Context: an optimization exercise on an open-source flow, tuned for small area, a short achievable clock period and few clock cycles per item. The choices shown serve that exercise and are no tape-out recipe. Only simulation tests tie the RTL to the original design; equivalence was not proved.

Setup of run C:
// tcodec_scalar
module tcodec_scalar (
  input  wire         clk,
  input  wire         rst,
  input  wire         start,
  input  wire [10:0]  cmd,
  input  wire [31:0]  arg,
  input  wire [127:0] tin,
  output reg          done,
  output wire [3:0]   err,
  output wire [7:0]   detail,
  output reg  [5:0]   err_addr,
  output reg  [31:0]  result,
  output reg  [127:0] tout
);
Size in the first run: roughly 390 flip-flops, roughly 350 I/O pins, about 0.039 sq mm of cells after synthesis.
==> flow/config.mk <==
export PLATFORM = sky130hd
export DESIGN_NAME = tcodec_scalar
export DESIGN_NICKNAME = tcodec_scalar
export VERILOG_FILES = /design/flow/design.v
export SDC_FILE = /design/flow/constraint.sdc
export NUM_CORES = 4
export LEC_CHECK = 0
export ABC_AREA = 1
export CAP_MARGIN = 20
export CORE_MARGIN = 2
export CORE_UTILIZATION = 50
export PLACE_DENSITY = 0.62
export SETUP_SLACK_MARGIN = 5
export SLEW_MARGIN = 20
export SYNTH_MEMORY_MAX_BITS = 16384
==> flow/constraint.sdc <==
create_clock -name core_clock -period 12.0 [get_ports {clk}]
set_input_delay 2.4000 -clock core_clock [delete_from_list [all_inputs] [get_ports {clk}]]
set_output_delay 2.4000 -clock core_clock [all_outputs]
set_load 0.01 [all_outputs]
standard.sh (not shown) runs the stock make flow with config.mk's settings and CLKGATE_MAP_FILE= SYNTH_SCRIPT=/design/flow/synth_recipe.tcl, a recipe that flattens the netlist after the stock synthesis.
==> flow/flow/run.sh <==
#!/bin/bash
set -euo pipefail
bash standard.sh SETUP_SLACK_MARGIN=7.5 \
  "BUFFER_PORTS_ARGS=-buffer_cell sky130_fd_sc_hd__buf_1" finish > flow_standard.log 2>&1
Testbench counts of run C, summed over its fixed seeds: cycles 174,021, items 8,000.
Inputs modified between run C and run D:
diff --git a/flow/design.v b/flow/design.v
--- a/flow/design.v
+++ b/flow/design.v
@@ -40,21 +40,20 @@
   reg x3r;        
   reg  [3:0]   det;
   reg  [10:0]  cmd_r;
   reg  [31:0]  arg_r;
   reg  [127:0] R;
   reg  [6:0]   c1;       
   reg  [5:0]   c2;       
   reg          flag;     
   reg          ovf;      
   reg          sgn;      
-  reg          ps;       
   assign detail = {4'h0, det};
   assign err    = {1'b0, ~det[3] & ~det[2] & det[0], 1'b0, det[3] | det[2]};
   wire [3:0] op = cmd_r[3:0];
   wire [6:0] n  = cmd_r[10:4];
   wire [6:0] n_half = (n + 7'd1) >> 1;
   wire op_senc = (op == 4'd1);
   wire op_sdec = (op == 4'd2);
   wire op_pack = (op == 4'd3);
   wire op_unpk = (op == 4'd4);
   wire n_zero  = (n == 7'd0);
@@ -101,31 +100,33 @@
       assign tvoid[gi] = ~R[2*gi] &  R[2*gi+1];
       assign tbad[gi]  = tmask[gi] & tvoid[gi];
     end
   endgenerate
   wire t_neg, t_nz;
   tc_sign u_sign (.pos(tpos), .neg(tneg), .nz(t_nz), .sn(t_neg));
   wire       bad_found;
   wire [5:0] bad_idx;
   tc_lowest u_bad (.v(tbad), .found(bad_found), .idx(bad_idx));
   wire        f_in  = t_neg;
+  wire        f_out = t_neg & ~st_dec;
   wire [63:0] go_p, go_n;
   tc_bk #(.W(64)) u_cp (.g(tneg), .p(tzero), .go(go_p));    
   wire [63:0] ca_c  = f_in ? {go_n[62:0], 1'b0} : {go_p[62:0], 1'b0};
   tc_bk #(.W(64)) u_cn (.g(tpos), .p(tzero), .go(go_n));    
   reg  [127:0] sdec_next;
   reg          x;
   always @(*) begin
     for (t = 0; t < 64; t = t + 1) begin
       x = R[2*t+1] ^ f_in;                  
       sdec_next[2*t]   = tzero[t] | (R[2*t] & ~(ca_c[t] ^ x));
-      sdec_next[2*t+1] = (R[2*t] & x & ca_c[t]) | (tzero[t] & ~ca_c[t]) | tvoid[t];
+      sdec_next[2*t+1] = (((R[2*t] & x & ca_c[t]) | (tzero[t] & ~ca_c[t])) ^
+                          (f_out & sdec_next[2*t])) | tvoid[t];
     end
   end
   wire         top  = ~slowf | (ck == 2'd3);
   wire         cut  = slowf & ~top;               
   wire [35:0]  ga   = slowf ? {R[31:0], 4'd0} : R[127:92];
   wire [37:0]  g2   = {1'b0, ga, 1'b0};            
   wire [37:0]  g8   = {ga[34:0], 3'b000};          
   wire [37:0]  gb   = x3f ? {g2[37], g2[36] & ~cut, g2[35:5], g2[4] | p1, g2[3:0]}
                           : {g8[37:36] & {2{~cut}}, g8[35:7], g8[6:4] | p3, g8[3:0]};
   wire [37:0]  ca   = {2'b00, ga};
@@ -229,22 +230,21 @@
         8'd0:    tcode = 2'b11;
         8'd1:    tcode = 2'b00;
         default: tcode = 2'b01;
       endcase
     end
   endfunction
   wire [7:0] ub = arg_r[7:0];
   wire [9:0] unpacked = {tcode((ub / 8'd81) % 8'd3), tcode((ub / 8'd27) % 8'd3),
                          tcode((ub / 8'd9) % 8'd3),  tcode((ub / 8'd3) % 8'd3),
                          tcode(ub % 8'd3)};
-  wire        p_neg   = t_nz & (ps ^ t_neg);       
-  wire        qbit    = ~p_neg;
+  wire        qbit    = ~t_neg;
   wire [24:0] m_inc   = {1'b0, result[23:0]} + 25'd1;
   wire        m_ovf   = qbit & m_inc[24];
   wire [22:0] frac_f  = m_ovf ? 23'd0 : (qbit ? m_inc[22:0] : result[22:0]);
   wire [7:0]  exp_f   = {1'b0, c1} + {7'd0, m_ovf};
   wire        keep    = flag | qbit;
   wire [5:0]  c2_inc  = c2 + {5'd0, keep};
   reg  [3:0] dec_det;
   reg        dec_done;
   always @(*) begin
     dec_done = 1'b1;
@@ -325,21 +325,20 @@
         st_idle <= 1'b0;
         st_dec  <= 1'b1;
       end
       if (st_dec) begin
         st_dec <= 1'b0;
         c2     <= 6'd0;
         c1     <= 7'd127;
         flag   <= 1'b0;
         ovf    <= 1'b0;
         sgn    <= t_neg;
-        ps     <= 1'b0;
         if (dec_done) begin
           st_idle  <= 1'b1;
           done     <= 1'b1;
           det      <= dec_det;
           err_addr <= (dec_det == D_BAD_TRIT) ? bad_idx : 6'd0;
           if (dec_det == D_OK) begin
             if (op_pack) result <= {24'd0, packed_byte};
             if (op_sdec) result <= 32'd0;
             if (op_unpk) tout   <= {118'd0, unpacked};
           end
@@ -388,21 +387,20 @@
         pend     <= 1'b0;
         det      <= D_OK;
         err_addr <= 6'd0;
         done     <= 1'b1;
         st_sfin  <= 1'b0;
         st_idle  <= 1'b1;
       end
       if (st_div) begin
         if (!flag) c1 <= c1 - 7'd1;
         if (qbit) flag <= 1'b1;
-        ps <= p_neg;
         if (keep) result <= {result[30:0], qbit};
         c2 <= c2_inc;
         if (c2_inc == 6'd24) begin
           st_div  <= 1'b0;
           st_dfin <= 1'b1;
         end
       end
       if (st_dfin) begin
         result   <= {sgn, exp_f, frac_f};
         det      <= D_OK;
==> notes.md <==
- Looking at cell area after layout, run D sits about 3.6% above run C.
- Between run C and run D, the per-cell routed wire length does not differ in any meaningful way.
- Area of the placeable core of run D exceeds that of run C by a few percent.
- In run D relative to run C, non-clock buffer count had gone up slightly.
- Looking at run D and run C, the count of sequential standard cells is a wash.
- Status: share of the clock period used by the worst path parity (run C, run D)
- Run D vs run C, category of the critical setup timing path: input port to register vs register to register
Testbench counts of run D, summed over its fixed seeds: cycles 174,021, items 8,000.

==> what the ideal ports hide <==
The flow's constraints put no driver on any port. The routed layouts listed below were extracted and timed again, unchanged, in two steps.
Step 1: set_driving_cell puts a clkbuf_16 on clk and a buf_2 on each other input, an assumption about the parent block.
Step 2 moves the port delays by t, midway between the first and last clock arrival at a register: inputs arrive t later, outputs are due t later. That takes back most of the time a late clock gives input paths.
Three values: no drivers, after step 1, after step 2; two values: the first two.
run | t (ns) | slack for setup (ns) | latest minus earliest clock arrival (ns)
run C | 0.728 | 7.261 / 7.261 / 6.771 | 0.030 / 0.030
run D | 0.696 | 7.264 / 7.272 / 6.618 | 0.023 / 0.022
After both steps every run listed still meets setup and hold. For run D, which loses most, drivers alone change the setup slack by +0.008 ns; drivers and shift together by -0.646 ns.
